This is an optimization exercise on Yosys and OpenROAD, whose aim is small area and few clock cycles, not a production implementation. No run shown here included a check of the RTL's function; only the layout flow was run. Power and IR drop assume default switching activity.

===== flow/design.v =====
module lifx_registry (
    input  wire [15:0] mtype,
    output wire        known,
    output wire [3:0]  rsv,         
    output wire [6:0]  size         
);
    wire [6:0] t   = mtype[6:0];
    wire       hi0 = ~|mtype[15:7];
    assign known = hi0 & ((~t[6] & ~t[3] & ~t[2] & t[1]) | (~t[6] & ~t[5] & ~t[4] & t[3] & t[2]) | (~t[6] & t[4] & ~t[3]) | (~t[6] & ~t[5] & t[4] & ~t[2] & ~t[1]) | (~t[6] & t[5] & ~t[3] & ~t[2]) | (t[6] & t[5] & ~t[3] & t[2] & t[0]) | (t[6] & t[5] & ~t[3] & t[2] & t[1]) | (t[6] & t[5] & ~t[4] & t[3] & ~t[2] & t[1] & t[0]) | (t[5] & t[4] & t[3] & ~t[2] & ~t[0]) | (t[6] & t[5] & t[4] & t[3] & ~t[2] & ~t[1]) | (~t[6] & t[5] & t[4] & ~t[2] & t[1]) | (t[5] & t[4] & ~t[3] & t[2]) | (~t[6] & ~t[4] & t[3] & t[2] & ~t[1] & t[0]));
    assign rsv[0] = (t[5] & ~t[4] & t[2] & t[1]) | (t[6] & t[2] & t[1] & t[0]);
    assign rsv[1] = (~t[5] & t[4] & ~t[2] & t[1] & t[0]) | (t[3] & t[2] & t[1] & t[0]);
    assign rsv[2] = (t[6] & ~t[4] & ~t[2]);
    assign rsv[3] = (~t[5] & ~t[3] & ~t[2] & ~t[1] & t[0]) | (~t[5] & ~t[4] & ~t[1] & t[0]);
    assign size[0] = (t[5] & ~t[4] & t[2] & t[1]) | (t[6] & t[2] & t[1] & t[0]) | (~t[5] & ~t[4] & ~t[3] & t[0]);
    assign size[1] = (~t[5] & ~t[3] & ~t[1] & t[0]) | (t[6] & t[4] & ~t[1] & t[0]) | (t[6] & t[4] & t[1] & ~t[0]) | (~t[5] & ~t[4] & ~t[1] & t[0]) | (~t[5] & t[4] & t[2] & t[1] & ~t[0]);
    assign size[2] = (~t[6] & ~t[0]) | (t[5] & t[4] & ~t[2]) | (t[4] & t[2] & t[1]) | (~t[6] & t[5] & t[2]) | (t[4] & ~t[0]) | (t[4] & t[3]) | (~t[6] & t[5] & t[1]) | (t[6] & ~t[4] & ~t[1]);
    assign size[3] = (~t[4] & t[1] & t[0]) | (t[5] & t[4] & ~t[3] & ~t[2] & t[1] & ~t[0]) | (~t[5] & ~t[2] & t[1] & t[0]) | (t[5] & t[4] & t[2] & t[0]) | (t[4] & t[2] & ~t[1] & t[0]) | (~t[6] & t[5] & t[3] & ~t[2] & ~t[1]) | (~t[6] & t[5] & t[4] & t[2] & ~t[1]) | (t[5] & t[4] & ~t[3] & ~t[1] & t[0]);
    assign size[4] = (t[5] & t[4] & ~t[3] & ~t[2] & t[1] & ~t[0]) | (t[6] & ~t[4] & t[1]) | (~t[3] & ~t[2] & ~t[1] & t[0]) | (t[5] & t[2] & t[1] & t[0]) | (~t[5] & ~t[4] & t[2] & t[0]) | (~t[6] & t[5] & t[4] & t[2] & ~t[1]) | (t[5] & ~t[4] & ~t[2] & t[0]) | (~t[6] & t[5] & t[3] & ~t[2] & ~t[1]) | (~t[5] & t[4] & ~t[3] & ~t[2] & t[0]);
    assign size[5] = (~t[5] & ~t[3]) | (~t[3] & ~t[2] & ~t[1] & ~t[0]) | (t[2] & t[1] & ~t[0]) | (~t[6] & ~t[4]) | (t[6] & t[4]) | (t[6] & t[2]) | (t[4] & t[3] & t[1]) | (t[4] & ~t[2] & t[1] & t[0]);
    assign size[6] = (~t[6] & t[4] & t[3]) | (~t[6] & t[5] & t[4] & t[2] & ~t[1]) | (t[6] & ~t[4] & t[3]) | (~t[6] & t[5] & t[2] & t[1] & t[0]) | (~t[6] & t[5] & t[4] & ~t[1] & t[0]) | (t[5] & t[4] & ~t[3] & ~t[2] & t[1] & ~t[0]);
endmodule
module lifx_assembler (
    input  wire         clk,
    input  wire         rst,
    input  wire         req_valid,
    output wire         req_ready,
    input  wire [11:0]  hdr_protocol,
    input  wire         hdr_addressable,
    input  wire         hdr_tagged,
    input  wire [1:0]   hdr_origin,
    input  wire [31:0]  hdr_source,
    input  wire [63:0]  hdr_target,
    input  wire [47:0]  hdr_site_id,
    input  wire         hdr_res_required,
    input  wire         hdr_ack_required,
    input  wire [7:0]   hdr_sequence,
    input  wire [63:0]  hdr_timestamp,
    input  wire [15:0]  pld_type,
    input  wire [511:0] pld_data,
    output wire         tx_valid,
    output wire         tx_last,
    output wire [7:0]   tx_data,
    input  wire         tx_ready,
    output wire         res_valid,
    output wire [3:0]   res_status
);
    localparam [3:0] ST_OK           = 4'd0;
    localparam [3:0] ST_UNKNOWN_TYPE = 4'd5;
    wire       reg_known;
    wire [6:0] reg_size;
    wire [6:0] reg_last;
    wire [3:0] reg_rsv;
    lifx_registry u_registry (
        .mtype (pld_type),
        .known (reg_known),
        .size  (reg_size),
        .rsv   (reg_rsv)
    );
    reg  [6:0] idx;                       
    wire [6:0] idx_next = idx + 7'd1;
    wire offer = req_valid && !rst;
    assign tx_valid   = offer && reg_known;
    assign tx_last    = (idx_next == reg_size);    
    wire   tx_fire    = tx_valid && tx_ready;
    assign req_ready  = !rst && (!reg_known || (tx_ready && tx_last));
    assign res_valid  = offer && req_ready;
    assign res_status = reg_known ? ST_OK : ST_UNKNOWN_TYPE;
    always @(posedge clk) begin
        if (rst)
            idx <= 7'd0;
        else if (tx_fire)
            idx <= tx_last ? 7'd0 : idx_next;
    end
    wire [287:0] hdr_bytes;
    assign hdr_bytes[15:0]    = {9'd0, reg_size};
    assign hdr_bytes[31:16]   = {hdr_origin, hdr_tagged, hdr_addressable, hdr_protocol};
    assign hdr_bytes[63:32]   = hdr_source;
    assign hdr_bytes[127:64]  = hdr_target;
    assign hdr_bytes[175:128] = hdr_site_id;
    assign hdr_bytes[183:176] = {6'b000000, hdr_ack_required, hdr_res_required};
    assign hdr_bytes[191:184] = hdr_sequence;
    assign hdr_bytes[255:192] = hdr_timestamp;
    assign hdr_bytes[271:256] = pld_type;
    assign hdr_bytes[287:272] = 16'h0000;
    wire [799:0] frame = {pld_data[511:0], hdr_bytes};
    wire [7:0]  lo_hot = 8'd1  << idx[2:0];
    wire [15:0] hi_hot = 16'd1 << idx[6:3];
    wire [99:0] nsel;
    assign nsel[0] = ~(lo_hot[0] & hi_hot[0]);
    assign nsel[1] = ~(lo_hot[1] & hi_hot[0]);
    assign nsel[2] = ~(lo_hot[2] & hi_hot[0]);
    assign nsel[3] = ~(lo_hot[3] & hi_hot[0]);
    assign nsel[4] = ~(lo_hot[4] & hi_hot[0]);
    assign nsel[5] = ~(lo_hot[5] & hi_hot[0]);
    assign nsel[6] = ~(lo_hot[6] & hi_hot[0]);
    assign nsel[7] = ~(lo_hot[7] & hi_hot[0]);
    assign nsel[8] = ~(lo_hot[0] & hi_hot[1]);
    assign nsel[9] = ~(lo_hot[1] & hi_hot[1]);
    assign nsel[10] = ~(lo_hot[2] & hi_hot[1]);
    assign nsel[11] = ~(lo_hot[3] & hi_hot[1]);
    assign nsel[12] = ~(lo_hot[4] & hi_hot[1]);
    assign nsel[13] = ~(lo_hot[5] & hi_hot[1]);
    assign nsel[14] = ~(lo_hot[6] & hi_hot[1]);
    assign nsel[15] = ~(lo_hot[7] & hi_hot[1]);
    assign nsel[16] = ~(lo_hot[0] & hi_hot[2]);
    assign nsel[17] = ~(lo_hot[1] & hi_hot[2]);
    assign nsel[18] = ~(lo_hot[2] & hi_hot[2]);
    assign nsel[19] = ~(lo_hot[3] & hi_hot[2]);
    assign nsel[20] = ~(lo_hot[4] & hi_hot[2]);
    assign nsel[21] = ~(lo_hot[5] & hi_hot[2]);
    assign nsel[22] = ~(lo_hot[6] & hi_hot[2]);
    assign nsel[23] = ~(lo_hot[7] & hi_hot[2]);
    assign nsel[24] = ~(lo_hot[0] & hi_hot[3]);
    assign nsel[25] = ~(lo_hot[1] & hi_hot[3]);
    assign nsel[26] = ~(lo_hot[2] & hi_hot[3]);
    assign nsel[27] = ~(lo_hot[3] & hi_hot[3]);
    assign nsel[28] = ~(lo_hot[4] & hi_hot[3]);
    assign nsel[29] = ~(lo_hot[5] & hi_hot[3]);
    assign nsel[30] = ~(lo_hot[6] & hi_hot[3]);
    assign nsel[31] = ~(lo_hot[7] & hi_hot[3]);
    assign nsel[32] = ~(lo_hot[0] & hi_hot[4]);
    assign nsel[33] = ~(lo_hot[1] & hi_hot[4]);
    assign nsel[34] = ~(lo_hot[2] & hi_hot[4]);
    assign nsel[35] = ~(lo_hot[3] & hi_hot[4]);
    assign nsel[36] = ~(lo_hot[4] & hi_hot[4]);
    assign nsel[37] = ~(lo_hot[5] & hi_hot[4]);
    assign nsel[38] = ~(lo_hot[6] & hi_hot[4]);
    assign nsel[39] = ~(lo_hot[7] & hi_hot[4]);
    assign nsel[40] = ~(lo_hot[0] & hi_hot[5]);
    assign nsel[41] = ~(lo_hot[1] & hi_hot[5]);
    assign nsel[42] = ~(lo_hot[2] & hi_hot[5]);
    assign nsel[43] = ~(lo_hot[3] & hi_hot[5]);
    assign nsel[44] = ~(lo_hot[4] & hi_hot[5]);
    assign nsel[45] = ~(lo_hot[5] & hi_hot[5]);
    assign nsel[46] = ~(lo_hot[6] & hi_hot[5]);
    assign nsel[47] = ~(lo_hot[7] & hi_hot[5]);
    assign nsel[48] = ~(lo_hot[0] & hi_hot[6]);
    assign nsel[49] = ~(lo_hot[1] & hi_hot[6]);
    assign nsel[50] = ~(lo_hot[2] & hi_hot[6]);
    assign nsel[51] = ~(lo_hot[3] & hi_hot[6]);
    assign nsel[52] = ~(lo_hot[4] & hi_hot[6]);
    assign nsel[53] = ~(lo_hot[5] & hi_hot[6]);
    assign nsel[54] = ~(lo_hot[6] & hi_hot[6]);
    assign nsel[55] = ~(lo_hot[7] & hi_hot[6]);
    assign nsel[56] = ~(lo_hot[0] & hi_hot[7]);
    assign nsel[57] = ~(lo_hot[1] & hi_hot[7]);
    assign nsel[58] = ~(lo_hot[2] & hi_hot[7]);
    assign nsel[59] = ~(lo_hot[3] & hi_hot[7]);
    assign nsel[60] = ~(lo_hot[4] & hi_hot[7]);
    assign nsel[61] = ~(lo_hot[5] & hi_hot[7]);
    assign nsel[62] = ~(lo_hot[6] & hi_hot[7]);
    assign nsel[63] = ~(lo_hot[7] & hi_hot[7]);
    assign nsel[64] = ~(lo_hot[0] & hi_hot[8]);
    assign nsel[65] = ~(lo_hot[1] & hi_hot[8]);
    assign nsel[66] = ~(lo_hot[2] & hi_hot[8]);
    assign nsel[67] = ~(lo_hot[3] & hi_hot[8]);
    assign nsel[68] = ~(lo_hot[4] & hi_hot[8]);
    assign nsel[69] = ~(lo_hot[5] & hi_hot[8]);
    assign nsel[70] = ~(lo_hot[6] & hi_hot[8]);
    assign nsel[71] = ~(lo_hot[7] & hi_hot[8]);
    assign nsel[72] = ~(lo_hot[0] & hi_hot[9]);
    assign nsel[73] = ~(lo_hot[1] & hi_hot[9]);
    assign nsel[74] = ~(lo_hot[2] & hi_hot[9]);
    assign nsel[75] = ~(lo_hot[3] & hi_hot[9]);
    assign nsel[76] = ~(lo_hot[4] & hi_hot[9]);
    assign nsel[77] = ~(lo_hot[5] & hi_hot[9]);
    assign nsel[78] = ~(lo_hot[6] & hi_hot[9]);
    assign nsel[79] = ~(lo_hot[7] & hi_hot[9]);
    assign nsel[80] = ~(lo_hot[0] & hi_hot[10]);
    assign nsel[81] = ~(lo_hot[1] & hi_hot[10]);
    assign nsel[82] = ~(lo_hot[2] & hi_hot[10]);
    assign nsel[83] = ~(lo_hot[3] & hi_hot[10]);
    assign nsel[84] = ~(lo_hot[4] & hi_hot[10]);
    assign nsel[85] = ~(lo_hot[5] & hi_hot[10]);
    assign nsel[86] = ~(lo_hot[6] & hi_hot[10]);
    assign nsel[87] = ~(lo_hot[7] & hi_hot[10]);
    assign nsel[88] = ~(lo_hot[0] & hi_hot[11]);
    assign nsel[89] = ~(lo_hot[1] & hi_hot[11]);
    assign nsel[90] = ~(lo_hot[2] & hi_hot[11]);
    assign nsel[91] = ~(lo_hot[3] & hi_hot[11]);
    assign nsel[92] = ~(lo_hot[4] & hi_hot[11]);
    assign nsel[93] = ~(lo_hot[5] & hi_hot[11]);
    assign nsel[94] = ~(lo_hot[6] & hi_hot[11]);
    assign nsel[95] = ~(lo_hot[7] & hi_hot[11]);
    assign nsel[96] = ~(lo_hot[0] & hi_hot[12]);
    assign nsel[97] = ~(lo_hot[1] & hi_hot[12]);
    assign nsel[98] = ~(lo_hot[2] & hi_hot[12]);
    assign nsel[99] = ~(lo_hot[3] & hi_hot[12]);
    wire [7:0] sel;
    wire [7:0] zero;
    wire [96:0] col0_d = {frame[792], frame[784], frame[776], frame[768], frame[760], frame[752], frame[744], frame[736], frame[728], frame[720], frame[712], frame[704], frame[696], frame[688], frame[680], frame[672], frame[664], frame[656], frame[648], frame[640], frame[632], frame[624], frame[616], frame[608], frame[600], frame[592], frame[584], frame[576], frame[568], frame[560], frame[552], frame[544], frame[536], frame[528], frame[520], frame[512], frame[504], frame[496], frame[488], frame[480], frame[472], frame[464], frame[456], frame[448], frame[440], frame[432], frame[424], frame[416], frame[408], frame[400], frame[392], frame[384], frame[376], frame[368], frame[360], frame[352], frame[344], frame[336], frame[328], frame[320], frame[312], frame[304], frame[296], frame[288], frame[264], frame[256], frame[248], frame[240], frame[232], frame[224], frame[216], frame[208], frame[200], frame[192], frame[184], frame[176], frame[168], frame[160], frame[152], frame[144], frame[136], frame[128], frame[120], frame[112], frame[104], frame[96], frame[88], frame[80], frame[72], frame[64], frame[56], frame[48], frame[40], frame[32], frame[24], frame[16], frame[0]};
    wire [96:0] col0_ns = {nsel[99], nsel[98], nsel[97], nsel[96], nsel[95], nsel[94], nsel[93], nsel[92], nsel[91], nsel[90], nsel[89], nsel[88], nsel[87], nsel[86], nsel[85], nsel[84], nsel[83], nsel[82], nsel[81], nsel[80], nsel[79], nsel[78], nsel[77], nsel[76], nsel[75], nsel[74], nsel[73], nsel[72], nsel[71], nsel[70], nsel[69], nsel[68], nsel[67], nsel[66], nsel[65], nsel[64], nsel[63], nsel[62], nsel[61], nsel[60], nsel[59], nsel[58], nsel[57], nsel[56], nsel[55], nsel[54], nsel[53], nsel[52], nsel[51], nsel[50], nsel[49], nsel[48], nsel[47], nsel[46], nsel[45], nsel[44], nsel[43], nsel[42], nsel[41], nsel[40], nsel[39], nsel[38], nsel[37], nsel[36], nsel[33], nsel[32], nsel[31], nsel[30], nsel[29], nsel[28], nsel[27], nsel[26], nsel[25], nsel[24], nsel[23], nsel[22], nsel[21], nsel[20], nsel[19], nsel[18], nsel[17], nsel[16], nsel[15], nsel[14], nsel[13], nsel[12], nsel[11], nsel[10], nsel[9], nsel[8], nsel[7], nsel[6], nsel[5], nsel[4], nsel[3], nsel[2], nsel[0]};
    wire col0_n;
    lifx_bit_select #(.N(97)) u_col0 (.d(col0_d), .nsel(col0_ns), .sel_n(col0_n));
    assign sel[0] = ~col0_n;
    assign zero[0] = ~nsel[1] | ~nsel[34] | ~nsel[35];
    wire [96:0] col1_d = {frame[793], frame[785], frame[777], frame[769], frame[761], frame[753], frame[745], frame[737], frame[729], frame[721], frame[713], frame[705], frame[697], frame[689], frame[681], frame[673], frame[665], frame[657], frame[649], frame[641], frame[633], frame[625], frame[617], frame[609], frame[601], frame[593], frame[585], frame[577], frame[569], frame[561], frame[553], frame[545], frame[537], frame[529], frame[521], frame[513], frame[505], frame[497], frame[489], frame[481], frame[473], frame[465], frame[457], frame[449], frame[441], frame[433], frame[425], frame[417], frame[409], frame[401], frame[393], frame[385], frame[377], frame[369], frame[361], frame[353], frame[345], frame[337], frame[329], frame[321], frame[313], frame[305], frame[297], frame[289], frame[265], frame[257], frame[249], frame[241], frame[233], frame[225], frame[217], frame[209], frame[201], frame[193], frame[185], frame[177], frame[169], frame[161], frame[153], frame[145], frame[137], frame[129], frame[121], frame[113], frame[105], frame[97], frame[89], frame[81], frame[73], frame[65], frame[57], frame[49], frame[41], frame[33], frame[25], frame[17], frame[1]};
    wire [96:0] col1_ns = {nsel[99], nsel[98], nsel[97], nsel[96], nsel[95], nsel[94], nsel[93], nsel[92], nsel[91], nsel[90], nsel[89], nsel[88], nsel[87], nsel[86], nsel[85], nsel[84], nsel[83], nsel[82], nsel[81], nsel[80], nsel[79], nsel[78], nsel[77], nsel[76], nsel[75], nsel[74], nsel[73], nsel[72], nsel[71], nsel[70], nsel[69], nsel[68], nsel[67], nsel[66], nsel[65], nsel[64], nsel[63], nsel[62], nsel[61], nsel[60], nsel[59], nsel[58], nsel[57], nsel[56], nsel[55], nsel[54], nsel[53], nsel[52], nsel[51], nsel[50], nsel[49], nsel[48], nsel[47], nsel[46], nsel[45], nsel[44], nsel[43], nsel[42], nsel[41], nsel[40], nsel[39], nsel[38], nsel[37], nsel[36], nsel[33], nsel[32], nsel[31], nsel[30], nsel[29], nsel[28], nsel[27], nsel[26], nsel[25], nsel[24], nsel[23], nsel[22], nsel[21], nsel[20], nsel[19], nsel[18], nsel[17], nsel[16], nsel[15], nsel[14], nsel[13], nsel[12], nsel[11], nsel[10], nsel[9], nsel[8], nsel[7], nsel[6], nsel[5], nsel[4], nsel[3], nsel[2], nsel[0]};
    wire col1_n;
    lifx_bit_select #(.N(97)) u_col1 (.d(col1_d), .nsel(col1_ns), .sel_n(col1_n));
    assign sel[1] = ~col1_n;
    assign zero[1] = ~nsel[1] | ~nsel[34] | ~nsel[35];
    wire [95:0] col2_d = {frame[794], frame[786], frame[778], frame[770], frame[762], frame[754], frame[746], frame[738], frame[730], frame[722], frame[714], frame[706], frame[698], frame[690], frame[682], frame[674], frame[666], frame[658], frame[650], frame[642], frame[634], frame[626], frame[618], frame[610], frame[602], frame[594], frame[586], frame[578], frame[570], frame[562], frame[554], frame[546], frame[538], frame[530], frame[522], frame[514], frame[506], frame[498], frame[490], frame[482], frame[474], frame[466], frame[458], frame[450], frame[442], frame[434], frame[426], frame[418], frame[410], frame[402], frame[394], frame[386], frame[378], frame[370], frame[362], frame[354], frame[346], frame[338], frame[330], frame[322], frame[314], frame[306], frame[298], frame[290], frame[266], frame[258], frame[250], frame[242], frame[234], frame[226], frame[218], frame[210], frame[202], frame[194], frame[186], frame[170], frame[162], frame[154], frame[146], frame[138], frame[130], frame[122], frame[114], frame[106], frame[98], frame[90], frame[82], frame[74], frame[66], frame[58], frame[50], frame[42], frame[34], frame[26], frame[18], frame[2]};
    wire [95:0] col2_ns = {nsel[99], nsel[98], nsel[97], nsel[96], nsel[95], nsel[94], nsel[93], nsel[92], nsel[91], nsel[90], nsel[89], nsel[88], nsel[87], nsel[86], nsel[85], nsel[84], nsel[83], nsel[82], nsel[81], nsel[80], nsel[79], nsel[78], nsel[77], nsel[76], nsel[75], nsel[74], nsel[73], nsel[72], nsel[71], nsel[70], nsel[69], nsel[68], nsel[67], nsel[66], nsel[65], nsel[64], nsel[63], nsel[62], nsel[61], nsel[60], nsel[59], nsel[58], nsel[57], nsel[56], nsel[55], nsel[54], nsel[53], nsel[52], nsel[51], nsel[50], nsel[49], nsel[48], nsel[47], nsel[46], nsel[45], nsel[44], nsel[43], nsel[42], nsel[41], nsel[40], nsel[39], nsel[38], nsel[37], nsel[36], nsel[33], nsel[32], nsel[31], nsel[30], nsel[29], nsel[28], nsel[27], nsel[26], nsel[25], nsel[24], nsel[23], nsel[21], nsel[20], nsel[19], nsel[18], nsel[17], nsel[16], nsel[15], nsel[14], nsel[13], nsel[12], nsel[11], nsel[10], nsel[9], nsel[8], nsel[7], nsel[6], nsel[5], nsel[4], nsel[3], nsel[2], nsel[0]};
    wire col2_n;
    lifx_bit_select #(.N(96)) u_col2 (.d(col2_d), .nsel(col2_ns), .sel_n(col2_n));
    assign sel[2] = ~col2_n;
    assign zero[2] = ~nsel[1] | ~nsel[22] | ~nsel[34] | ~nsel[35];
    wire [95:0] col3_d = {frame[795], frame[787], frame[779], frame[771], frame[763], frame[755], frame[747], frame[739], frame[731], frame[723], frame[715], frame[707], frame[699], frame[691], frame[683], frame[675], frame[667], frame[659], frame[651], frame[643], frame[635], frame[627], frame[619], frame[611], frame[603], frame[595], frame[587], frame[579], frame[571], frame[563], frame[555], frame[547], frame[539], frame[531], frame[523], frame[515], frame[507], frame[499], frame[491], frame[483], frame[475], frame[467], frame[459], frame[451], frame[443], frame[435], frame[427], frame[419], frame[411], frame[403], frame[395], frame[387], frame[379], frame[371], frame[363], frame[355], frame[347], frame[339], frame[331], frame[323], frame[315], frame[307], frame[299], frame[291], frame[267], frame[259], frame[251], frame[243], frame[235], frame[227], frame[219], frame[211], frame[203], frame[195], frame[187], frame[171], frame[163], frame[155], frame[147], frame[139], frame[131], frame[123], frame[115], frame[107], frame[99], frame[91], frame[83], frame[75], frame[67], frame[59], frame[51], frame[43], frame[35], frame[27], frame[19], frame[3]};
    wire [95:0] col3_ns = {nsel[99], nsel[98], nsel[97], nsel[96], nsel[95], nsel[94], nsel[93], nsel[92], nsel[91], nsel[90], nsel[89], nsel[88], nsel[87], nsel[86], nsel[85], nsel[84], nsel[83], nsel[82], nsel[81], nsel[80], nsel[79], nsel[78], nsel[77], nsel[76], nsel[75], nsel[74], nsel[73], nsel[72], nsel[71], nsel[70], nsel[69], nsel[68], nsel[67], nsel[66], nsel[65], nsel[64], nsel[63], nsel[62], nsel[61], nsel[60], nsel[59], nsel[58], nsel[57], nsel[56], nsel[55], nsel[54], nsel[53], nsel[52], nsel[51], nsel[50], nsel[49], nsel[48], nsel[47], nsel[46], nsel[45], nsel[44], nsel[43], nsel[42], nsel[41], nsel[40], nsel[39], nsel[38], nsel[37], nsel[36], nsel[33], nsel[32], nsel[31], nsel[30], nsel[29], nsel[28], nsel[27], nsel[26], nsel[25], nsel[24], nsel[23], nsel[21], nsel[20], nsel[19], nsel[18], nsel[17], nsel[16], nsel[15], nsel[14], nsel[13], nsel[12], nsel[11], nsel[10], nsel[9], nsel[8], nsel[7], nsel[6], nsel[5], nsel[4], nsel[3], nsel[2], nsel[0]};
    wire col3_n;
    lifx_bit_select #(.N(96)) u_col3 (.d(col3_d), .nsel(col3_ns), .sel_n(col3_n));
    assign sel[3] = ~col3_n;
    assign zero[3] = ~nsel[1] | ~nsel[22] | ~nsel[34] | ~nsel[35];
    wire [95:0] col4_d = {frame[796], frame[788], frame[780], frame[772], frame[764], frame[756], frame[748], frame[740], frame[732], frame[724], frame[716], frame[708], frame[700], frame[692], frame[684], frame[676], frame[668], frame[660], frame[652], frame[644], frame[636], frame[628], frame[620], frame[612], frame[604], frame[596], frame[588], frame[580], frame[572], frame[564], frame[556], frame[548], frame[540], frame[532], frame[524], frame[516], frame[508], frame[500], frame[492], frame[484], frame[476], frame[468], frame[460], frame[452], frame[444], frame[436], frame[428], frame[420], frame[412], frame[404], frame[396], frame[388], frame[380], frame[372], frame[364], frame[356], frame[348], frame[340], frame[332], frame[324], frame[316], frame[308], frame[300], frame[292], frame[268], frame[260], frame[252], frame[244], frame[236], frame[228], frame[220], frame[212], frame[204], frame[196], frame[188], frame[172], frame[164], frame[156], frame[148], frame[140], frame[132], frame[124], frame[116], frame[108], frame[100], frame[92], frame[84], frame[76], frame[68], frame[60], frame[52], frame[44], frame[36], frame[28], frame[20], frame[4]};
    wire [95:0] col4_ns = {nsel[99], nsel[98], nsel[97], nsel[96], nsel[95], nsel[94], nsel[93], nsel[92], nsel[91], nsel[90], nsel[89], nsel[88], nsel[87], nsel[86], nsel[85], nsel[84], nsel[83], nsel[82], nsel[81], nsel[80], nsel[79], nsel[78], nsel[77], nsel[76], nsel[75], nsel[74], nsel[73], nsel[72], nsel[71], nsel[70], nsel[69], nsel[68], nsel[67], nsel[66], nsel[65], nsel[64], nsel[63], nsel[62], nsel[61], nsel[60], nsel[59], nsel[58], nsel[57], nsel[56], nsel[55], nsel[54], nsel[53], nsel[52], nsel[51], nsel[50], nsel[49], nsel[48], nsel[47], nsel[46], nsel[45], nsel[44], nsel[43], nsel[42], nsel[41], nsel[40], nsel[39], nsel[38], nsel[37], nsel[36], nsel[33], nsel[32], nsel[31], nsel[30], nsel[29], nsel[28], nsel[27], nsel[26], nsel[25], nsel[24], nsel[23], nsel[21], nsel[20], nsel[19], nsel[18], nsel[17], nsel[16], nsel[15], nsel[14], nsel[13], nsel[12], nsel[11], nsel[10], nsel[9], nsel[8], nsel[7], nsel[6], nsel[5], nsel[4], nsel[3], nsel[2], nsel[0]};
    wire col4_n;
    lifx_bit_select #(.N(96)) u_col4 (.d(col4_d), .nsel(col4_ns), .sel_n(col4_n));
    assign sel[4] = ~col4_n;
    assign zero[4] = ~nsel[1] | ~nsel[22] | ~nsel[34] | ~nsel[35];
    wire [95:0] col5_d = {frame[797], frame[789], frame[781], frame[773], frame[765], frame[757], frame[749], frame[741], frame[733], frame[725], frame[717], frame[709], frame[701], frame[693], frame[685], frame[677], frame[669], frame[661], frame[653], frame[645], frame[637], frame[629], frame[621], frame[613], frame[605], frame[597], frame[589], frame[581], frame[573], frame[565], frame[557], frame[549], frame[541], frame[533], frame[525], frame[517], frame[509], frame[501], frame[493], frame[485], frame[477], frame[469], frame[461], frame[453], frame[445], frame[437], frame[429], frame[421], frame[413], frame[405], frame[397], frame[389], frame[381], frame[373], frame[365], frame[357], frame[349], frame[341], frame[333], frame[325], frame[317], frame[309], frame[301], frame[293], frame[269], frame[261], frame[253], frame[245], frame[237], frame[229], frame[221], frame[213], frame[205], frame[197], frame[189], frame[173], frame[165], frame[157], frame[149], frame[141], frame[133], frame[125], frame[117], frame[109], frame[101], frame[93], frame[85], frame[77], frame[69], frame[61], frame[53], frame[45], frame[37], frame[29], frame[21], frame[5]};
    wire [95:0] col5_ns = {nsel[99], nsel[98], nsel[97], nsel[96], nsel[95], nsel[94], nsel[93], nsel[92], nsel[91], nsel[90], nsel[89], nsel[88], nsel[87], nsel[86], nsel[85], nsel[84], nsel[83], nsel[82], nsel[81], nsel[80], nsel[79], nsel[78], nsel[77], nsel[76], nsel[75], nsel[74], nsel[73], nsel[72], nsel[71], nsel[70], nsel[69], nsel[68], nsel[67], nsel[66], nsel[65], nsel[64], nsel[63], nsel[62], nsel[61], nsel[60], nsel[59], nsel[58], nsel[57], nsel[56], nsel[55], nsel[54], nsel[53], nsel[52], nsel[51], nsel[50], nsel[49], nsel[48], nsel[47], nsel[46], nsel[45], nsel[44], nsel[43], nsel[42], nsel[41], nsel[40], nsel[39], nsel[38], nsel[37], nsel[36], nsel[33], nsel[32], nsel[31], nsel[30], nsel[29], nsel[28], nsel[27], nsel[26], nsel[25], nsel[24], nsel[23], nsel[21], nsel[20], nsel[19], nsel[18], nsel[17], nsel[16], nsel[15], nsel[14], nsel[13], nsel[12], nsel[11], nsel[10], nsel[9], nsel[8], nsel[7], nsel[6], nsel[5], nsel[4], nsel[3], nsel[2], nsel[0]};
    wire col5_n;
    lifx_bit_select #(.N(96)) u_col5 (.d(col5_d), .nsel(col5_ns), .sel_n(col5_n));
    assign sel[5] = ~col5_n;
    assign zero[5] = ~nsel[1] | ~nsel[22] | ~nsel[34] | ~nsel[35];
    wire [95:0] col6_d = {frame[798], frame[790], frame[782], frame[774], frame[766], frame[758], frame[750], frame[742], frame[734], frame[726], frame[718], frame[710], frame[702], frame[694], frame[686], frame[678], frame[670], frame[662], frame[654], frame[646], frame[638], frame[630], frame[622], frame[614], frame[606], frame[598], frame[590], frame[582], frame[574], frame[566], frame[558], frame[550], frame[542], frame[534], frame[526], frame[518], frame[510], frame[502], frame[494], frame[486], frame[478], frame[470], frame[462], frame[454], frame[446], frame[438], frame[430], frame[422], frame[414], frame[406], frame[398], frame[390], frame[382], frame[374], frame[366], frame[358], frame[350], frame[342], frame[334], frame[326], frame[318], frame[310], frame[302], frame[294], frame[270], frame[262], frame[254], frame[246], frame[238], frame[230], frame[222], frame[214], frame[206], frame[198], frame[190], frame[174], frame[166], frame[158], frame[150], frame[142], frame[134], frame[126], frame[118], frame[110], frame[102], frame[94], frame[86], frame[78], frame[70], frame[62], frame[54], frame[46], frame[38], frame[30], frame[22], frame[6]};
    wire [95:0] col6_ns = {nsel[99], nsel[98], nsel[97], nsel[96], nsel[95], nsel[94], nsel[93], nsel[92], nsel[91], nsel[90], nsel[89], nsel[88], nsel[87], nsel[86], nsel[85], nsel[84], nsel[83], nsel[82], nsel[81], nsel[80], nsel[79], nsel[78], nsel[77], nsel[76], nsel[75], nsel[74], nsel[73], nsel[72], nsel[71], nsel[70], nsel[69], nsel[68], nsel[67], nsel[66], nsel[65], nsel[64], nsel[63], nsel[62], nsel[61], nsel[60], nsel[59], nsel[58], nsel[57], nsel[56], nsel[55], nsel[54], nsel[53], nsel[52], nsel[51], nsel[50], nsel[49], nsel[48], nsel[47], nsel[46], nsel[45], nsel[44], nsel[43], nsel[42], nsel[41], nsel[40], nsel[39], nsel[38], nsel[37], nsel[36], nsel[33], nsel[32], nsel[31], nsel[30], nsel[29], nsel[28], nsel[27], nsel[26], nsel[25], nsel[24], nsel[23], nsel[21], nsel[20], nsel[19], nsel[18], nsel[17], nsel[16], nsel[15], nsel[14], nsel[13], nsel[12], nsel[11], nsel[10], nsel[9], nsel[8], nsel[7], nsel[6], nsel[5], nsel[4], nsel[3], nsel[2], nsel[0]};
    wire col6_n;
    lifx_bit_select #(.N(96)) u_col6 (.d(col6_d), .nsel(col6_ns), .sel_n(col6_n));
    assign sel[6] = ~col6_n;
    assign zero[6] = ~nsel[1] | ~nsel[22] | ~nsel[34] | ~nsel[35];
    wire [94:0] col7_d = {frame[799], frame[791], frame[783], frame[775], frame[767], frame[759], frame[751], frame[743], frame[735], frame[727], frame[719], frame[711], frame[703], frame[695], frame[687], frame[679], frame[671], frame[663], frame[655], frame[647], frame[639], frame[631], frame[623], frame[615], frame[607], frame[599], frame[591], frame[583], frame[575], frame[567], frame[559], frame[551], frame[543], frame[535], frame[527], frame[519], frame[511], frame[503], frame[495], frame[487], frame[479], frame[471], frame[463], frame[455], frame[447], frame[439], frame[431], frame[423], frame[415], frame[407], frame[399], frame[391], frame[383], frame[375], frame[367], frame[359], frame[351], frame[343], frame[335], frame[327], frame[319], frame[311], frame[303], frame[295], frame[271], frame[263], frame[255], frame[247], frame[239], frame[231], frame[223], frame[215], frame[207], frame[199], frame[191], frame[175], frame[167], frame[159], frame[151], frame[143], frame[135], frame[127], frame[119], frame[111], frame[103], frame[95], frame[87], frame[79], frame[71], frame[63], frame[55], frame[47], frame[39], frame[31], frame[23]};
    wire [94:0] col7_ns = {nsel[99], nsel[98], nsel[97], nsel[96], nsel[95], nsel[94], nsel[93], nsel[92], nsel[91], nsel[90], nsel[89], nsel[88], nsel[87], nsel[86], nsel[85], nsel[84], nsel[83], nsel[82], nsel[81], nsel[80], nsel[79], nsel[78], nsel[77], nsel[76], nsel[75], nsel[74], nsel[73], nsel[72], nsel[71], nsel[70], nsel[69], nsel[68], nsel[67], nsel[66], nsel[65], nsel[64], nsel[63], nsel[62], nsel[61], nsel[60], nsel[59], nsel[58], nsel[57], nsel[56], nsel[55], nsel[54], nsel[53], nsel[52], nsel[51], nsel[50], nsel[49], nsel[48], nsel[47], nsel[46], nsel[45], nsel[44], nsel[43], nsel[42], nsel[41], nsel[40], nsel[39], nsel[38], nsel[37], nsel[36], nsel[33], nsel[32], nsel[31], nsel[30], nsel[29], nsel[28], nsel[27], nsel[26], nsel[25], nsel[24], nsel[23], nsel[21], nsel[20], nsel[19], nsel[18], nsel[17], nsel[16], nsel[15], nsel[14], nsel[13], nsel[12], nsel[11], nsel[10], nsel[9], nsel[8], nsel[7], nsel[6], nsel[5], nsel[4], nsel[3], nsel[2]};
    wire col7_n;
    lifx_bit_select #(.N(95)) u_col7 (.d(col7_d), .nsel(col7_ns), .sel_n(col7_n));
    assign sel[7] = ~col7_n;
    assign zero[7] = ~nsel[0] | ~nsel[1] | ~nsel[22] | ~nsel[34] | ~nsel[35];
    wire reserved = ((reg_rsv[0]) &
                     ((lo_hot[4] & hi_hot[4])))
                  | ((reg_rsv[1]) &
                     ((lo_hot[4] & hi_hot[5]) | (lo_hot[5] & hi_hot[5]) | (lo_hot[6] & hi_hot[5]) | (lo_hot[7] & hi_hot[5]) | (lo_hot[0] & hi_hot[6]) | (lo_hot[1] & hi_hot[6]) | (lo_hot[2] & hi_hot[6]) | (lo_hot[3] & hi_hot[6])))
                  | ((reg_rsv[2]) &
                     ((lo_hot[4] & hi_hot[5]) | (lo_hot[5] & hi_hot[5]) | (lo_hot[0] & hi_hot[10]) | (lo_hot[1] & hi_hot[10]) | (lo_hot[2] & hi_hot[10]) | (lo_hot[3] & hi_hot[10]) | (lo_hot[4] & hi_hot[10]) | (lo_hot[5] & hi_hot[10]) | (lo_hot[6] & hi_hot[10]) | (lo_hot[7] & hi_hot[10])))
                  | ((reg_rsv[3]) &
                     ((lo_hot[0] & hi_hot[6]) | (lo_hot[1] & hi_hot[6])));
    assign tx_data = (reserved ? 8'h00 : sel) & ~zero;
endmodule
module lifx_bit_select #(parameter N = 8) (
    input  wire [N-1:0] d,
    input  wire [N-1:0] nsel,
    output wire         sel_n
);
    assign sel_n = ~&(d | nsel);
endmodule

===== flow/flow/run.sh =====
#!/bin/bash
# Standard layout, with the port buffers made of the smallest buffer cell
# (buf_1) instead of the cell buffer_ports picks by default.
set -euo pipefail
bash standard.sh 'BUFFER_PORTS_ARGS=-buffer_cell sky130_fd_sc_hd__buf_1' finish > orfs_make.log 2>&1

===== flow/standard.sh =====
#!/bin/bash
# synth_recipe.tcl (not shown) runs the flow's synth.tcl, then flattens the netlist and writes it again
# the make line also repeats each setting of config.mk as NAME=value (left out here)
make -C /OpenROAD-flow-scripts/flow DESIGN_CONFIG=/design/flow/config.mk WORK_HOME=/design/flow/orfs CLKGATE_MAP_FILE= SYNTH_SCRIPT=/design/flow/synth_recipe.tcl "${@:-finish}"

===== flow/config.mk =====
export PLATFORM = sky130hd
export DESIGN_NAME = lifx_assembler
export DESIGN_NICKNAME = lifx_assembler
export VERILOG_FILES = /design/flow/design.v
export SDC_FILE = /design/flow/constraint.sdc
export NUM_CORES = 4
export LEC_CHECK = 0
export CAP_MARGIN = 20
export CORE_AREA = 5 5 275 275
export DIE_AREA = 0 0 280 280
export SLEW_MARGIN = 20
export SYNTH_HIERARCHICAL = 1
export SYNTH_MINIMUM_KEEP_SIZE = 0

===== flow/constraint.sdc =====
create_clock -name core_clock -period 8.0 [get_ports {clk}]
set_input_delay 1.6000 -clock core_clock [delete_from_list [all_inputs] [get_ports {clk}]]
set_output_delay 1.6000 -clock core_clock [all_outputs]
set_load 0.01 [all_outputs]

==> reports/metrics.cfg, run 1 <==
[worst_setup_path]
cp-start-kind=input pin
cp_data_arrival_time_ns=5.01
path_max_fanout=17
cp-end-kind=primary output
cp.required_ns=6.40
crit_slowest_cell=o311ai_0
r2r_end=idx[1]$_SDFFE_PP0P_
r2r-start=idx[2]$_SDFFE_PP0P_
r2r_cells=7
worstSetupStartpoint=pld_type[4]
worstSetupPathType=in -> out
path_buf_inv=3
r2r_slack_ns=5.32
path_cells=buf_1 > inv_1 > o311ai_0 > o22ai_1 > nor2_1 > nand4_1 > nor4_1 > nand2_1 > nor4_1 > buf_1
cp_slowest_stage_delay_ns=0.89
cpLargestDelayFamily=simple AND/OR/NAND/NOR gates

[floorplan]
start_util_pct=7.529
num_rows=99
fp.dieH_um=280
io_pins=782
chipWidth_um=280
core-area_um2=72590
die_area_um2=78400

[logic_synthesis]
ys_ff_latch=7
synth_top_area_cell=o22ai_1
synth-edff-count=0
synthArstFlopShare_pct=0
synth_area_um2=5465
synth_cells=968
synth.distinct_cells=59
synth_top_cell_area_share_pct=42.58
yosys_warnings=7
ys.flop_type=dfxtp_1
synth_area_leaders=o22ai_1 43%, nor2_1 14%, nand2_1 8.4%, nand4_1 4.8%, dfxtp_1 2.6%
avgSynthCellArea_um2=5.646
synth_seq_area_share_pct=2.564

[global_route]
grt_pass1_wl_um=132000
grt_usage_pct=25.90
grt_pass1_vias=12213
grt_max_degree=21
gr-total-overflow=0
antenna_found_initial=90

[hold_path]
hold_path_depth=2
hp-start=idx[1]$_SDFFE_PP0P_
hp-class=reg -> reg
holdPathEnd=idx[1]$_SDFFE_PP0P_

[placement]
place_area_um2=9570
portBuffers=779
dp_hpwl_um=97320
place_congestion=0.9505

[clock_tree]
h-tree-depth=1
cts_root_buf=clkbuf_16
ctsHoldBuffers=0
post_cts_resized=0
clock_path_buffers=2
clkLatencyLatePin_ns=0.23
cts_sinks=7
cts_made_buffers=3
cts_setup_buffers=0
cts.clk_slew.worst_paths_ns=0.04
cts_tree=built

[route]
vias=13024
via_per_inst=4.753
drt_iter0_markers=1442
routed_wl_um=109300
drtPass1Iterations=6
wl_per_cell_um=39.91
drc=0
antenna_left=0

[sta]
fmax_mhz=151.4
fin_crit_sh_pct=82.59
skew_ns=0.0004783
tightest_slew_ns=1.075
setup_viol=0
holdWs_ns=0.5627
hold_viol_final=0
drv_slew=0
fin_crit_ns=6.607
setup_tns_ns=0
rsz0062_at_grt=false
max_slew_margin_pct=28.35

[cells_and_area]
final_core_util_pct=13.44
final_nets=2514
area_growth_pct=78.48
n_fill_cell=8788
reg_top3=idx: 7 flops
top_register=idx
drive_above_1_share_pct=2.068
finalInstanceArea_um2=9754
largest_register_ffs=7

[pwr]
cellPowerDensity_nw_per_um2=36.22
p_leak_nw=2.637
fin_total_pwr_w=0.0003533
vdd_drop_max_mv=0.07595

[status]
status=no timing/DRC/antenna violations

[run]
timing.max_cap.violations=0

==> worst max path at each step <==
stage            endpoint  cells after the start  slack, ns
5_1_grt        tx_data[6]                     10       1.10
6_report       tx_data[6]                     10       1.39
4_1_cts        tx_data[6]                     10       1.43
2_1_floorplan   res_valid                      9       2.57
3_5_place_dp   tx_data[6]                     10       1.45
3_3_place_gp   tx_data[6]                     10       1.46
==> synthesized netlist by cell type, types with 2 or more instances <==
| cell | count |
|---|---|
| a21boi_0 | 2 |
| and2_1 | 6 |
| nand4_2 | 2 |
| nand4_1 | 42 |
| buf_2 | 8 |
| o2111ai_1 | 2 |
| o31ai_1 | 8 |
| o21a_1 | 2 |
| xor2_1 | 3 |
| a21oi_1 | 7 |
| xnor2_1 | 9 |
| a31o_2 | 2 |
| o21ai_0 | 14 |
| o22a_1 | 7 |
| nor4_1 | 17 |
| nand2b_1 | 9 |
| buf_4 | 6 |
| a211oi_1 | 2 |
| mux2_2 | 2 |
| nor3_2 | 3 |
| nand3_1 | 11 |
| dfxtp_1 | 7 |
| a22o_1 | 2 |
| nand2_1 | 123 |
| nand3b_1 | 3 |
| o221ai_1 | 7 |
| nor2b_1 | 9 |
| a31oi_1 | 5 |
| nor3_1 | 17 |
| clkbuf_1 | 13 |
| inv_1 | 10 |
| o22ai_1 | 372 |
| ha_1 | 6 |
| nor2_1 | 204 |
| nor4_2 | 2 |
==> Yosys stat by module (local to each module, per instance), a selection <==
module,cells,copies in the design,flip-flops and latches,cell area [um2]
lifx_assembler,239,1,7,1371
lifx_registry,91,1,0,521.8
==> per-layer routing <==
| layer | track usage [%] | wire length [um] | up-vias |
|---|---|---|---|
| met3 | 11.05 | 13470 | 195 |
| met5 | 0 | 441 | - |
| met1 | 32.54 | 43980 | 6171 |
| met2 | 40.49 | 47620 | 1047 |
| met4 | 7.570 | 3832 | 56 |
| li1 | - | - | 5555 |
==> worst register-to-register path, stage by stage, from the launching register on <==
cell and delay [ns]:
dfxtp_1 0.59, inv_1 0.13, ha_1 0.39, xnor2_1 0.16
nor3_1 0.20, o311ai_1 0.22, nor4_4 0.65, o21ai_0 0.18
==> through the flow <==
| step | setup slack, ns | cells |
|---|---|---|
| global placement | 1.463 | 2695 |
| CTS | 1.432 | 2699 |
| finish | 1.393 | 2740 |
| global route | 1.104 | 2717 |
| detailed placement | 1.448 | 2695 |
| floorplan | 2.570 | 969 |
==> power breakdown <==
group	switching (W)	internal, W
Clock	0.0000182	0.0000663
Sequential	0.00000000426	0.0000351
Combinational	0.000123	0.000111
Total	0.000141	0.000212
==> cell usage in the layout, fill, tap and decap left out, drive strengths merged, types with 8 or more instances in the layout <==
cell	instances
nor3	20
nand4	44
nor2b	9
a21oi	8
diode	40
buf	797
nand3	12
nor2	204
nand2	123
nor4	20
o31ai	9
nand2b	9
o21ai	15
xnor2	9
inv	10
o22ai	372
==> logic make-up (layout without fill, tap and decap cells) <==
| kind of cell | count (synthesis) | in the layout | synth area share (%) |
|---|---|---|---|
| AOI/OAI and AO/OA | 444 | 444 | 52.24 |
| xor gates and xnor gates | 12 | 12 | 1.923 |
| adders and majority gates | 6 | 6 | 1.374 |
| buffers and inverters | 39 | 811 | 3.434 |
| DFF | 7 | 7 | 2.564 |
| muxes | 2 | 2 | 0.4121 |
| other | 1 | 42 | 0.06862 |
| and+or+nand+nor | 457 | 457 | 37.98 |
==> layout make-up <==
type / instances / area [um2] / share of cell area, %
tap: 959 / 1200 / 12.30
multi-input combinational: 923 / 5141 / 52.71
clock buffer: 4 / 78.83 / 0.8081
antenna: 40 / 100.1 / 1.026
timing repair buffer: 797 / 3057 / 31.34
inverter: 10 / 37.54 / 0.3848
sequential: 7 / 140.1 / 1.437
==> run 2: changes to the inputs <==
==> flow/flow/run.sh (replaced) <==
#!/bin/bash
# Standard layout, with the port buffers made of the smallest buffer cell
# (buf_1) instead of the cell buffer_ports picks by default, and with power
# recovery (downsizing gates off the critical paths) after global routing.
set -euo pipefail
bash standard.sh 'BUFFER_PORTS_ARGS=-buffer_cell sky130_fd_sc_hd__buf_1' RECOVER_POWER=100 finish > orfs_make.log 2>&1
--- a/flow/config.mk
+++ b/flow/config.mk
@@ -7,6 +7,7 @@
 export LEC_CHECK = 0
 export CAP_MARGIN = 20
 export CORE_AREA = 5 5 275 275
+export CTS_BUF_LIST = sky130_fd_sc_hd__clkbuf_2
 export DIE_AREA = 0 0 280 280
 export SLEW_MARGIN = 20
 export SYNTH_HIERARCHICAL = 1
==> reports/metrics.cfg, run 2 <==
[status]
status=no timing/DRC/antenna violations

[sta]
skew_ns=0.001252
hold_viol_final=0
drv_slew=0
setup_tns_ns=0
setup_viol=0
fin_crit_sh_pct=83.43
rsz0062_at_grt=false
fin_crit_ns=6.674
holdWs_ns=0.5689
fmax_mhz=149.8
fin_ws_ns=1.326
max_slew_margin_pct=28.02
tightest_slew_ns=1.077

[global_route]
grt_usage_pct=25.90
grt_pass1_vias=12203
grt_pass1_wl_um=131900
antenna_found_initial=91
grt_max_degree=21
gr-total-overflow=0

[clock_tree]
cts.clk_slew.worst_paths_ns=0.08
clkLatencyLatePin_ns=0.23
cts_sinks=7
cts_root_buf=clkbuf_2
post_cts_resized=0
ctsHoldBuffers=0
cts_made_buffers=3
cts_setup_buffers=0
clock_path_buffers=2
cts_tree=built
h-tree-depth=1

[floorplan]
chipWidth_um=280
start_util_pct=7.529
core-area_um2=72590
die_area_um2=78400
io_pins=782
num_rows=99
fp.dieH_um=280

[cells_and_area]
drive_above_1_share_pct=2.183
largest_register_ffs=7
final_cell_mix=778 x buf_1, 371 x o22ai_1, 204 x nor2_1
top_register=idx
area_growth_pct=77.29
stdcell_count=2735
reg_top3=idx: 7 flops
final_nets=2514
layout_commonest_cell=buf_1

[pwr]
vdd_drop_max_mv=0.02076
cellPowerDensity_nw_per_um2=30.56
p_leak_nw=2.614

[logic_synthesis]
ys_ff_latch=7
synth.distinct_cells=59
synth_area_um2=5465
ys.flop_type=dfxtp_1
synth_top_area_cell=o22ai_1
synth_top_cell_area_share_pct=42.58
synthArstFlopShare_pct=0
synth_commonest_cells=372 x o22ai_1, 204 x nor2_1, 123 x nand2_1
synth_area_leaders=o22ai_1 43%, nor2_1 14%, nand2_1 8.4%, nand4_1 4.8%, dfxtp_1 2.6%
synth_most_common_cell=o22ai_1
avgSynthCellArea_um2=5.646
synth-edff-count=0
yosys_warnings=7
synth_cells=968
synth_seq_area_share_pct=2.564

[route]
antenna_left=0
vias=12902
drc=0
drt_iter0_markers=1405
via_per_inst=4.717
wl_per_cell_um=39.92
drtPass1Iterations=5
routed_wl_um=109200

[placement]
post-place-ws_ns=1.448
portBuffers=779
dp_hpwl_um=97320
place_congestion=0.9505
dp.cells=2695

[run]
timing.max_cap.violations=0

[hold_path]
hp-class=reg -> reg

[worst_setup_path]
cp-start-kind=input pin
cp_data_arrival_time_ns=5.07
r2r_slack_ns=5.18
cp.required_ns=6.40
worstSetupPathType=in -> out
path_max_fanout=17
cp-end-kind=primary output

-- run 2: layout make-up --
type,count,area [um2]
fillers,8797,62900
multi-input cells,923,5147
repair buffers,797,3057
well taps,959,1200
flip-flops and latches,7,140.1
diodes,35,87.58
inverters,10,37.54
clock buffers,4,20.02
-- run 2: per-layer routing --
layer / GRT usage (%) / up-vias / routed length, um
li1: - / 5537 / -
met1: 32.64 / 6118 / 44170
met2: 40.57 / 1013 / 47710
met3: 10.82 / 180 / 13230
met4: 7.570 / 54 / 3716
met5: 0 / - / 346
-- run 2: per-stage QoR --
step	utilization, %	total power (W)	cell area (um2)
after floorplan	-	0.00008583	5469
after global placement	13.18	0.0002664	9570
after detailed placement	13.18	0.0002659	9570
after CTS	13.21	0.0002950	9590
after global routing	13.29	0.0003186	9647
final	13.35	0.0002961	9689
-- run 2: worst paths after layout --
| kind | from | end | cells past startpoint |
|---|---|---|---|
| worst max register to register | idx[0]$_SDFFE_PP0P_ | idx[1]$_SDFFE_PP0P_ | 7 |
| worst min-delay path | idx[1]$_SDFFE_PP0P_ | idx[1]$_SDFFE_PP0P_ | 2 |
| worst min register to register | idx[1]$_SDFFE_PP0P_ | idx[1]$_SDFFE_PP0P_ | 2 |
| worst max-delay path | pld_type[4] | tx_data[6] | 10 |
-- run 2: report_power, final --
| part | internal, W | switching [W] | total [W] | leakage, nW |
|---|---|---|---|---|
| logic | 0.000111 | 0.000123 | 0.000234 | 2.54 |
| clock network | 0.0000133 | 0.0000140 | 0.0000273 | 0.0168 |
| registers | 0.0000348 | 0.00000000448 | 0.0000348 | 0.0563 |
| total | 0.000159 | 0.000137 | 0.000296 | 2.61 |
-- run 2: worst max-delay path, stage by stage --
cell and delay [ns]:
clkbuf_1 0.63, inv_1 0.32, o311ai_0 0.97, o22ai_1 0.17
nor2_1 0.14, nand4_1 0.12, nor4_1 0.30, nand2_1 0.11
nor4_1 0.50, buf_1 0.21
-- run 2: modules after synthesis (local to each module, per instance), excerpt --
module | flip-flops and latches | cell area (um2) | cells
lifx_assembler | 7 | 1371 | 239
lifx_registry | 0 | 521.8 | 91
-- run 2: cells by family (layout without fill, tap and decap cells) --
logic type      after synthesis  after routing  share of synthesized area [%]
simple gates                457            457                          37.98
compound gates              444            444                          52.24
buf+inv                      39            811                          3.434
xor+xnor                     12             12                          1.923
flops                         7              7                          2.564
fa+ha+maj                     6              6                          1.374
mux                           2              2                         0.4121
other cells                   1             37                        0.06862

==> re-timing with driven ports <==
In the flow no input, the clock included, has a driving cell. The finished layouts below were timed again as built, in two steps. Step 1, drivers: a clkbuf_16 drives clk and a buf_2 each remaining input, both assumed. Step 2 times the ports against the registers' clock, not the clock port: input delays grow and output delays shrink by t, the midpoint of the rising clock arrivals with the driver on. Slacks: ideal / step 1 / step 2; pairs: ideal / step 1.
run	shift t [ns]	setup WS [ns]	worst setup path at the end
run 1	0.277	1.393 / 1.363 / 1.363	input to output
run 2	0.276	1.326 / 1.293 / 1.293	input to output
After both steps setup and hold are still met in every run listed. The setup slack of run 2, which loses most, moves by -0.033 ns with the drivers and by -0.033 ns with both steps.
